Background: an optimization exercise with open tools, aiming at small area, a short achievable clock period and few clock cycles. Do not read the settings as production practice.

== yarrow ==
==> flow/design.v <==
module adc_acq (
    input  wire        clk,
    input  wire        rst,        
    input  wire        start,
    input  wire        dev24,      
    input  wire [7:0]  n,          
    input  wire [2:0]  gain,       
    input  wire [30:0] vref_uv,    
    output reg         ready,
    input  wire        s_valid,
    input  wire [23:0] s_data,     
    input  wire        s_timeout,  
    output reg         s_ready,
    output reg         done,
    output wire [31:0] res_raw,    
    output wire [31:0] res_uv,     
    output reg         res_to      
);
    localparam [22:0] M = 23'h7fffff;
    reg         flush;      
    reg         first;      
    reg         inv;        
    reg         div;        
    reg         hv;         
    reg         fin;        
    reg         f1, f2, f3;
    reg         abort;      
    reg         gz;         
    reg         op_dev24;
    reg  [7:0]  nd;         
    reg  [7:0]  cnt;        
    reg  [2:0]  gcnt;       
    reg  [36:0] V;          
    reg  [23:0] sreg;       
    reg  [31:0] acc;        
    reg  [59:0] P;          
    reg         neg;        
    assign res_raw = acc;
    assign res_uv  = P[31:0];
    wire take = s_valid & s_ready;
    reg  [36:0] v16;
    always @(*) begin
        case (gain)
            3'd0:    v16 = 37'd12000 * M;
            3'd1:    v16 = 37'd8000  * M;
            3'd2:    v16 = 37'd4000  * M;
            3'd3:    v16 = 37'd2000  * M;
            3'd4:    v16 = 37'd1000  * M;
            3'd5:    v16 = 37'd500   * M;
            default: v16 = 37'd8000  * M;
        endcase
    end
    wire [31:0] add_a = (fin ? {8'd0, acc[23:0]} : acc) ^ {32{inv}};
    wire [31:0] add_b = {{8{sreg[23]}}, sreg};
    wire [31:0] add_o;
    wire        add_co;
    bk_add #(32) u_acc (.a(add_a), .b(add_b), .ci(inv), .s(add_o), .co(add_co));
    wire [8:0]  d_t1 = {acc[31:24], acc[23]};
    wire [9:0]  d_s1 = {1'b0, d_t1} - {2'b00, nd};
    wire        d_q1 = ~d_s1[9];
    wire [7:0]  d_r1 = d_q1 ? d_s1[7:0] : d_t1[7:0];
    wire [8:0]  d_t2 = {d_r1, acc[22]};
    wire [9:0]  d_s2 = {1'b0, d_t2} - {2'b00, nd};
    wire        d_q2 = ~d_s2[9];
    wire [7:0]  d_r2 = d_q2 ? d_s2[7:0] : d_t2[7:0];
    wire [31:0] divout = {d_r2, acc[21:0], d_q1, d_q2};
    wire        div_step = div & gz & ~(first & neg);
    wire [39:0] h_p  = {P[37:0], 2'b00};
    wire [39:0] h_x0 = acc[0] ? {3'd0, V} : 40'd0;
    wire [39:0] h_x1 = acc[1] ? {2'd0, V, 1'b0} : 40'd0;
    wire [39:0] h_s  = h_p ^ h_x0 ^ h_x1;
    wire [39:0] h_c  = (h_p & h_x0) | (h_p & h_x1) | (h_x0 & h_x1);
    wire [39:0] h_lo;
    wire        h_co;
    bk_add #(40) u_hor (.a(h_s), .b({h_c[38:0], 1'b0}), .ci(1'b0), .s(h_lo), .co(h_co));
    wire [19:0] h_up  = P[57:38];
    wire [19:0] h_upi = h_up + 20'd1;
    wire [59:0] hsum  = {(h_co | h_c[39]) ? h_upi : h_up, h_lo};
    wire [30:0] wh = P[59:29];
    wire [22:0] f_a = wh[22:0];
    wire [22:0] f_b = P[28:6];
    wire [22:0] f_k = 23'h3fffff;
    wire [22:0] f_s = f_a ^ f_b ^ f_k;
    wire [22:0] f_c = (f_a & f_b) | (f_a & f_k) | (f_b & f_k);
    wire [22:0] f_x;
    wire        f_co;
    bk_add #(23) u_f1 (.a(f_s), .b({f_c[21:0], 1'b0}), .ci(P[5]), .s(f_x), .co(f_co));
    wire [24:0] x  = {f_c[22] & f_co, f_c[22] ^ f_co, f_x};
    wire [8:0]  sh  = {1'b0, wh[30:23]} + {7'd0, P[24:23]};
    wire [23:0] cc  = {1'b0, P[22:0]} + {15'd0, sh} + 24'd1;
    wire [9:0]  shn = {1'b0, sh} - {9'd0, neg};
    wire [10:0] q_lo  = {1'b0, wh[9:0]} + {1'b0, P[9:0]} + {10'd0, P[10]};
    wire [21:0] q_up  = {1'b0, wh[30:10]};
    wire [21:0] q_upi = q_up + 22'd1;
    wire [21:0] q_upd = q_up - 22'd1;
    wire [31:0] q     = {(q_lo[10] & ~P[9]) ? q_upi : (~q_lo[10] & P[9]) ? q_upd : q_up, q_lo[9:0]};
    wire [31:0] uv = q ^ {32{neg}};
    wire [2:0] gcnt_nx = ready ? (dev24 ? ((gain == 3'd7) ? 3'd6 : (3'd6 - gain)) : 3'd0)
                               : ((gcnt != 3'd0) ? gcnt - 3'd1 : 3'd0);
    wire       last_div = div_step & (cnt == 8'd1);
    always @(posedge clk) begin
        if (take & ~s_timeout)
            sreg <= op_dev24 ? s_data : {s_data[15:0], 8'd0};
        else
            sreg <= 24'd0;
        gcnt <= gcnt_nx;
        gz   <= (gcnt_nx == 3'd0);
        if (ready)
            V <= dev24 ? {6'd0, vref_uv} : v16;
        else if (gcnt != 3'd0)
            V <= {V[35:0], 1'b0};
        if (ready) begin
            op_dev24 <= dev24;
            nd       <= n;
        end
        if (ready | abort)
            acc <= 32'd0;
        else if (div_step)
            acc <= divout;
        else
            acc <= add_o;
        if (hv)
            P <= hsum;
        else if (f1)
            P[24:0] <= x;
        else if (f2)
            P[10:0] <= {cc[23], shn};
        else if (f3)
            P[31:0] <= uv;
        else
            P <= 60'd0;
        if (flush) neg <= add_o[31];
        inv <= (flush & add_o[31]) | (last_div & neg);
        if (ready)
            cnt <= n;
        else if (take & ~s_timeout)
            cnt <= cnt - 8'd1;
        else if (flush)
            cnt <= op_dev24 ? 8'd12 : 8'd8;
        else if (div_step)
            cnt <= cnt - 8'd1;
        if (ready)
            res_to <= 1'b0;
        else if (take & s_timeout)
            res_to <= 1'b1;
        if (rst) begin
            ready   <= 1'b1;
            s_ready <= 1'b0;
            done    <= 1'b0;
            flush   <= 1'b0;
            first   <= 1'b0;
            div     <= 1'b0;
            hv      <= 1'b0;
            fin     <= 1'b0;
            f1      <= 1'b0;
            f2      <= 1'b0;
            f3      <= 1'b0;
            abort   <= 1'b0;
        end else begin
            ready   <= ready ? ~start : (f3 | abort);
            s_ready <= (ready & start & (n != 8'd0)) |
                       (s_ready & ~(take & (s_timeout | (cnt == 8'd1))));
            flush   <= take & ~s_timeout & (cnt == 8'd1);
            first   <= flush | (first & ~neg & ~div_step);
            div     <= flush | (div & ~last_div);
            hv      <= div_step;
            fin     <= last_div;
            f1      <= fin;
            f2      <= f1;
            f3      <= f2;
            abort   <= (ready & start & (n == 8'd0)) | (take & s_timeout);
            done    <= f3 | abort;
        end
    end
endmodule
module bk_add #(parameter W = 32) (
    input  wire [W-1:0] a,
    input  wire [W-1:0] b,
    input  wire         ci,
    output wire [W-1:0] s,
    output wire         co
);
    localparam L = (W <= 2) ? 1 : (W <= 4) ? 2 : (W <= 8) ? 3 : (W <= 16) ? 4 : (W <= 32) ? 5 : 6;
    wire [W-1:0] p0 = a ^ b;
    wire [W-1:0] g0 = a & b;
    wire [W-1:0] gp [0:2*L];
    wire [W-1:0] pp [0:2*L];
    genvar i, l;
    generate
        for (i = 0; i < W; i = i + 1) begin : init
            if (i == 0) begin : b0
                assign gp[0][i] = g0[0] | (p0[0] & ci);
                assign pp[0][i] = 1'b0;
            end else begin : bi
                assign gp[0][i] = g0[i];
                assign pp[0][i] = p0[i];
            end
        end
        for (l = 0; l < L; l = l + 1) begin : up
            for (i = 0; i < W; i = i + 1) begin : b
                if (((i + 1) % (2 << l)) == 0) begin : n
                    assign gp[l+1][i] = gp[l][i] | (pp[l][i] & gp[l][i - (1 << l)]);
                    assign pp[l+1][i] = pp[l][i] & pp[l][i - (1 << l)];
                end else begin : w
                    assign gp[l+1][i] = gp[l][i];
                    assign pp[l+1][i] = pp[l][i];
                end
            end
        end
        for (l = L - 1; l >= 1; l = l - 1) begin : dn
            for (i = 0; i < W; i = i + 1) begin : b
                if (((i + 1) % (1 << l)) == (1 << (l - 1)) && (i + 1) > (1 << l)) begin : n
                    assign gp[2*L-l][i] = gp[2*L-l-1][i] | (pp[2*L-l-1][i] & gp[2*L-l-1][i - (1 << (l-1))]);
                    assign pp[2*L-l][i] = pp[2*L-l-1][i] & pp[2*L-l-1][i - (1 << (l-1))];
                end else begin : w
                    assign gp[2*L-l][i] = gp[2*L-l-1][i];
                    assign pp[2*L-l][i] = pp[2*L-l-1][i];
                end
            end
        end
    endgenerate
    wire [W-1:0] c = gp[2*L-1];    
    assign s  = p0 ^ {c[W-2:0], ci};
    assign co = c[W-1];
endmodule
clock: 11.0 ns
lec_check: 0
cap_margin: 20
core_margin: 2
core_utilization: 40
cts_buf_list: sky130_fd_sc_hd__clkbuf_4 sky130_fd_sc_hd__clkbuf_8
slew_margin: 20
tns_end_percent: 0
standard.sh (not shown) runs the stock make flow with config.mk's settings and CLKGATE_MAP_FILE= SYNTH_SCRIPT=/design/flow/synth_recipe.tcl, a recipe that flattens the netlist after the stock synthesis.
==> flow/flow/run.sh <==
#!/bin/bash
# Standard layout, with the timing repair aiming for 7.2 ns of setup slack
# (a 3.8 ns path at the 11 ns clock) and the port buffers made from buf_2.
set -euo pipefail
export SETUP_SLACK_MARGIN=7.2
export BUFFER_PORTS_ARGS="-buffer_cell sky130_fd_sc_hd__buf_2"
bash standard.sh > standard.log 2>&1
diff inputs: yarrow => tundra
-- flow/design.v --
<<< yarrow, line 39
    assign res_uv  = P[31:0];
    wire take = s_valid & s_ready;
    reg  [36:0] v16;
    always @(*) begin
        case (gain)
            3'd0:    v16 = 37'd12000 * M;
            3'd1:    v16 = 37'd8000  * M;
            3'd2:    v16 = 37'd4000  * M;
            3'd3:    v16 = 37'd2000  * M;
            3'd4:    v16 = 37'd1000  * M;
            3'd5:    v16 = 37'd500   * M;
            default: v16 = 37'd8000  * M;
        endcase
    end
    wire [31:0] add_a = (fin ? {8'd0, acc[23:0]} : acc) ^ {32{inv}};
    wire [31:0] add_b = {{8{sreg[23]}}, sreg};
>>> tundra, line 39
    assign res_uv  = P[31:0];
    wire take = s_valid & s_ready;
    wire [36:0] v16 = (gain == 3'd0) ? 37'd375 * M : 37'd125 * M;
    wire [31:0] add_a = (fin ? {8'd0, acc[23:0]} : acc) ^ {32{inv}};
    wire [31:0] add_b = {{8{sreg[23]}}, sreg};
<<< yarrow, line 87
    bk_add #(23) u_f1 (.a(f_s), .b({f_c[21:0], 1'b0}), .ci(P[5]), .s(f_x), .co(f_co));
    wire [24:0] x  = {f_c[22] & f_co, f_c[22] ^ f_co, f_x};
    wire [8:0]  sh  = {1'b0, wh[30:23]} + {7'd0, P[24:23]};
    wire [23:0] cc  = {1'b0, P[22:0]} + {15'd0, sh} + 24'd1;
    wire [9:0]  shn = {1'b0, sh} - {9'd0, neg};
    wire [10:0] q_lo  = {1'b0, wh[9:0]} + {1'b0, P[9:0]} + {10'd0, P[10]};
    wire [21:0] q_up  = {1'b0, wh[30:10]};
>>> tundra, line 76
    bk_add #(23) u_f1 (.a(f_s), .b({f_c[21:0], 1'b0}), .ci(P[5]), .s(f_x), .co(f_co));
    wire [24:0] x  = {f_c[22] & f_co, f_c[22] ^ f_co, f_x};
    wire [8:0]  sh   = {1'b0, wh[30:23]} + {7'd0, P[24:23]};
    wire [9:0]  shn  = {2'b00, wh[30:23]} + {8'd0, P[24:23]} - {9'd0, neg};
    wire [9:0]  c_lo = {1'b0, P[8:0]} + {1'b0, sh} + 10'd1;
    wire        c    = c_lo[9] & (&P[22:9]);
    wire [10:0] q_lo  = {1'b0, wh[9:0]} + {1'b0, P[9:0]} + {10'd0, P[10]};
    wire [21:0] q_up  = {1'b0, wh[30:10]};
<<< yarrow, line 96
    wire [31:0] q     = {(q_lo[10] & ~P[9]) ? q_upi : (~q_lo[10] & P[9]) ? q_upd : q_up, q_lo[9:0]};
    wire [31:0] uv = q ^ {32{neg}};
    wire [2:0] gcnt_nx = ready ? (dev24 ? ((gain == 3'd7) ? 3'd6 : (3'd6 - gain)) : 3'd0)
                               : ((gcnt != 3'd0) ? gcnt - 3'd1 : 3'd0);
    wire       last_div = div_step & (cnt == 8'd1);
>>> tundra, line 86
    wire [31:0] q     = {(q_lo[10] & ~P[9]) ? q_upi : (~q_lo[10] & P[9]) ? q_upd : q_up, q_lo[9:0]};
    wire [31:0] uv = q ^ {32{neg}};
    reg  [2:0] gsh;    
    always @(*) begin
        case ({dev24, gain})
            4'b0000: gsh = 3'd5;
            4'b0001: gsh = 3'd6;
            4'b0010: gsh = 3'd5;
            4'b0011: gsh = 3'd4;
            4'b0100: gsh = 3'd3;
            4'b0101: gsh = 3'd2;
            4'b0110: gsh = 3'd6;
            4'b0111: gsh = 3'd6;
            4'b1111: gsh = 3'd6;
            default: gsh = 3'd6 - gain;
        endcase
    end
    wire [2:0] gcnt_nx = ready ? gsh
                               : ((gcnt != 3'd0) ? gcnt - 3'd1 : 3'd0);
    wire       last_div = div_step & (cnt == 8'd1);
<<< yarrow, line 125
            P[24:0] <= x;
        else if (f2)
            P[10:0] <= {cc[23], shn};
        else if (f3)
            P[31:0] <= uv;
>>> tundra, line 130
            P[24:0] <= x;
        else if (f2)
            P[10:0] <= {c, shn};
        else if (f3)
            P[31:0] <= uv;
Findings:
The critical path depth in tundra was higher than what yarrow gave.
Critical path launch point: acc[1]$_SDFF_PP0_ -> tundra, acc[0]$_SDFF_PP0_ -> yarrow
NOTE: maximum net fanout on the critical path in tundra exceeds that of yarrow
Of yarrow and tundra, yarrow shows the lower setup slack, with tundra above it.
tundra: done, clean on timing, DRC and antenna
Where global-route wire length before repair is concerned, yarrow is better than tundra.
Going from yarrow to tundra, utilization moved up; register cell area after layout level; max-cap violation count level.
Changes observed in tundra relative to yarrow: hold slack up 0.0032 ns, number of global-route vias before repair neither gained nor lost much, number of cell instances on the worst register-to-register path went up by 1, total routed wirelength grew by 4.5%.
No run of this note included a check of the RTL's function; only the layout flow was run.

## port drivers added, routing unchanged
The flow's constraints put no driver on any port. The routed layouts listed below were extracted and timed again, unchanged, in two steps.
Step 1 sets driving cells, clkbuf_16 on the clock port and buf_2 on the other inputs (assumed; they add their load-dependent delay and slew).
Step 2 moves the port delays by t, midway between the first and last clock arrival at a register: inputs arrive t later, outputs are due t later. That takes back most of the time a late clock gives input paths.
Three values: no drivers, after step 1, after step 2; two values: the first two.
run	t (ns)	setup slack, ns	latest minus earliest clock arrival (ns)	worst register clock-pin slew, ns	worst slew at a driven data input, ns
yarrow	0.578	6.835 / 6.835 / 6.835	0.020 / 0.020	0.12 / 0.12	0.03
tundra	0.581	6.901 / 6.901 / 6.901	0.022 / 0.021	0.12 / 0.12	0.04
After both steps every run listed still meets setup and hold.
